Context: an optimization exercise on an open-source flow, tuned for small area, a short achievable clock period and few clock cycles. The choices shown serve that exercise and are no tape-out recipe.
At most, simulation tests tie the RTL to the original design; equivalence was not proved.
Power is estimated from default activity; no workload was simulated.

Design s1desc_unit, start of the top module:
module s1desc_unit (
    input  wire        clk,
    input  wire        rst,
    input  wire        cmd_valid,
    output wire        cmd_ready,
    input  wire [7:0]  cmd_op,
    input  wire [63:0] cmd_a,
    input  wire [64:0] cmd_b,
    input  wire [63:0] cmd_c,
    input  wire [64:0] cmd_d,
    input  wire [2:0]  cmd_attrs,
    output wire        rsp_valid,
    output wire [3:0]  rsp_status,
    output wire [63:0] rsp_data,
    output wire        mem_req,
    output wire        mem_we,
    output wire [47:0] mem_addr,
    output wire [63:0] mem_wdata,
    input  wire        mem_gnt,
    input  wire [63:0] mem_rdata
);
For scale: about 1900 cells after synthesis, roughly 120 flip-flops, about 520 I/O pins, roughly 15000 um^2 of cells after synthesis.
clock: 10.0 ns
lec_check: 0
cap_margin: 20
core_margin: 2
core_utilization: 40
cts_buf_list: sky130_fd_sc_hd__clkbuf_4 sky130_fd_sc_hd__clkbuf_8
slew_margin: 20
standard.sh (not shown) runs the stock make flow with config.mk's settings and CLKGATE_MAP_FILE= SYNTH_SCRIPT=/design/flow/synth_recipe.tcl, a recipe that flattens the netlist after the stock synthesis.
==> flow/flow/run.sh <==
#!/bin/bash
# The standard layout (standard.sh, unchanged synthesis), with two
# changes to how it is built: repair_timing aims for 6.5 ns of setup slack
# against the unchanged 10 ns constraint, and the port buffers that
# buffer_ports inserts use the smallest buffer cell. The whole ORFS output
# goes to flow_standard.log; per-step logs stay under orfs/logs/.
set -euo pipefail
bash standard.sh SETUP_SLACK_MARGIN=6.5 "BUFFER_PORTS_ARGS=-buffer_cell sky130_fd_sc_hd__buf_1" finish > flow_standard.log 2>&1
The first run produced a clean layout.
==> next run, changes <==
--- a/flow/design.v
+++ b/flow/design.v
@@ -55,19 +55,19 @@
     reg        wpg_q, wxn_q, wndev_q, wro_q;
     reg        is_pa_q;          
     reg        lk_err_q;         
     reg        rdp_q;            
     reg        vcur_q;           
     reg        vnx_q;            
     reg [6:0]  q_gtab, q_eqab;   
     reg [6:0]  q_gtcd;           
     reg [6:0]  q_eqcd;
-    reg [12:0] q_sz;             
+    reg [24:0] q_sz;             
     reg        q_al_bad, q_b_over, q_d_over, q_d_pend, q_a_oob;
     assign cmd_ready  = rdy_q;
     assign rsp_valid  = rv_q;
     assign rsp_status = rs_q;
     assign rsp_data   = {9'h0, rd54_q, rd53_q, 5'h0, rdh_q, ap_q, rdl_q};
     assign mem_req   = mreq_q;
     assign mem_we    = mwe_q;
     assign mem_addr  = {27'h0, 1'b1, 2'b00, l2f_q, ap_q, 3'b000};
     assign mem_wdata = {9'h0, wpg_q, wxn_q, 5'h0, 18'h0, rdh_q[43:30],
@@ -105,29 +105,28 @@
             else if (d[4:2] != 3'd1) st = E_ATTR_MEM;
             if (d[7:6] == 2'b10) at[1] = 1'b1;
             else if (d[7:6] != 2'b00 && st == ST_OK) st = E_ATTR_AP;
             at[2] = d[53];
             dec_attrs = {st, at};
         end
     endfunction
     wire [6:0] da_a = dec_attrs(cmd_a);
     wire [6:0] da_m = dec_attrs(mem_rdata);
-    reg [3:0] st_lo;
+    reg [3:0] st_imm;
     always @(*) begin
-        st_lo = ST_OK;
-        if ((opl[0] | opl[1]) & a_lo_nz) st_lo = E_OPERAND;
-        if (opl[4]) st_lo = da_a[6:3];
-        if (opl[5] & a_oob) st_lo = E_VIRT_OOB;
-        if (opl[12] & mmu_m) st_lo = E_ALREADY_ENABLED;
-        if (opl[8] | opl[9] | opl[10])
-            st_lo = ((opl[8] | opl[10]) & a_lo_nz) ? E_OPERAND : a_oob ? E_VIRT_OOB : ST_OK;
+        st_imm = ST_OK;
+        if (op_hi) st_imm = E_REFUSED;
+        if ((opd[0] | opd[1]) & a_lo_nz) st_imm = E_OPERAND;
+        if (opd[4]) st_imm = da_a[6:3];
+        if (opd[5] & a_oob) st_imm = E_VIRT_OOB;
+        if (opd[12] & mmu_m) st_imm = E_ALREADY_ENABLED;
+        if (is_lkf) st_imm = lk_err_op ? E_OPERAND : a_oob ? E_VIRT_OOB : ST_OK;
     end
-    wire [3:0] st_imm = op_hi ? E_REFUSED : st_lo;
     wire        sel_a47 = !(opl[2] | opl[4] | opl[11] | opl[13]);
     wire [31:0] rd_hi_imm = (cmd_a[47:16] & {32{sel_a47}})
                           | (opl[11] ? 32'h0000_0012 : 32'h0);
     reg [15:0] rd_lo_imm;
     always @(*) begin
         rd_lo_imm = cmd_a[15:0];     
         if (opl[0])
             rd_lo_imm = {5'h0, 1'b1, cmd_attrs[0] ? 2'b10 : 2'b11,
                          cmd_attrs[1] ? 2'b10 : 2'b00, 1'b0,
@@ -168,24 +167,23 @@
     wire [49:0] sa = pa_[49:0], sb = pb_[49:0], sc = pc_[49:0], sd = pd_[49:0];
     wire [49:0] s1 = sb ^ sc ^ ~sa;
     wire [49:0] k1 = {((sb & sc) | (sb & ~sa) | (sc & ~sa)), 1'b0};
     wire [49:0] s2 = s1 ^ k1 ^ ~sd;
     wire [49:0] k2 = {((s1 & k1) | (s1 & ~sd) | (k1 & ~sd)), 1'b0};
     wire [49:0] szt;
     assign szt[0] = !(s2[0] ^ k2[0]);
     assign szt[1] = (s2[1] ^ k2[1]) != (s2[0] | k2[0]);
     assign szt[49:2] = (s2[49:2] ^ k2[49:2]) ^ (s2[48:1] & k2[48:1]);
-    wire [51:0] szt4 = {2'b11, szt};
-    wire [12:0] szp;
+    wire [24:0] szp;
     genvar si;
     generate
-        for (si = 0; si < 13; si = si + 1) begin : g_szp
-            assign szp[si] = &szt4[4*si +: 4];
+        for (si = 0; si < 25; si = si + 1) begin : g_szp
+            assign szp[si] = szt[2*si] & szt[2*si+1];
         end
     endgenerate
     function grp_gt;
         input [6:0] gt, eq;
         integer k;
         begin
             grp_gt = 1'b0;
             for (k = 0; k < 7; k = k + 1)
                 grp_gt = gt[k] | (eq[k] & grp_gt);
=> The new run completed without violations; cell area goes down by 2.9%; hold slack loses 13 ps; clock power goes down by about 3%; worst setup slack gains 110 ps; sequential power goes up by 17%; first-iteration DRC count goes up by 22%; power goes up by 1.4%; fmax goes up by 3.1%; utilization goes down by 2.5 points; clock skew barely changes; non-clock buffer count goes up by 10; global-route usage goes down by 0.40 points; area after synthesis goes up by 1.7%; synthesized cell count goes down by 0.70%.
Testbench counts after the change, summed over its fixed seeds: cycles 27,274.
No functional check of the RTL was part of the first run of this note.

[separate check: timing with driven ports]
How much do the figures lean on ideal ports? The routed layouts below were timed once more, with nothing changed but the port constraints.
Step 1 (the two cells are an assumption about what drives the block):
set clk [get_ports {clk}]
set_driving_cell -lib_cell sky130_fd_sc_hd__clkbuf_16 $clk
set_driving_cell -lib_cell sky130_fd_sc_hd__buf_2 [delete_from_list [all_inputs] $clk]
Step 2 times the ports against the registers' clock, not the clock port: input delays grow and output delays shrink by t, the midpoint of the rising clock arrivals with the driver on.
Slacks: no drivers / after step 1 / after step 2; pairs: no drivers / after step 1.
run | t (ns) | slack for setup (ns) | hold WS [ns] | clock arrival spread, ns
the first run | 0.515 | 6.380 / 6.351 / 5.836 | 0.472 / 0.472 / 0.472 | 0.028 / 0.028
the second run | 0.526 | 6.488 / 6.482 / 5.956 | 0.459 / 0.459 / 0.459 | 0.024 / 0.024
After both steps setup and hold are still met in every run listed. The setup slack of the first run, which loses most, moves by -0.029 ns with the drivers and by -0.544 ns with both steps.
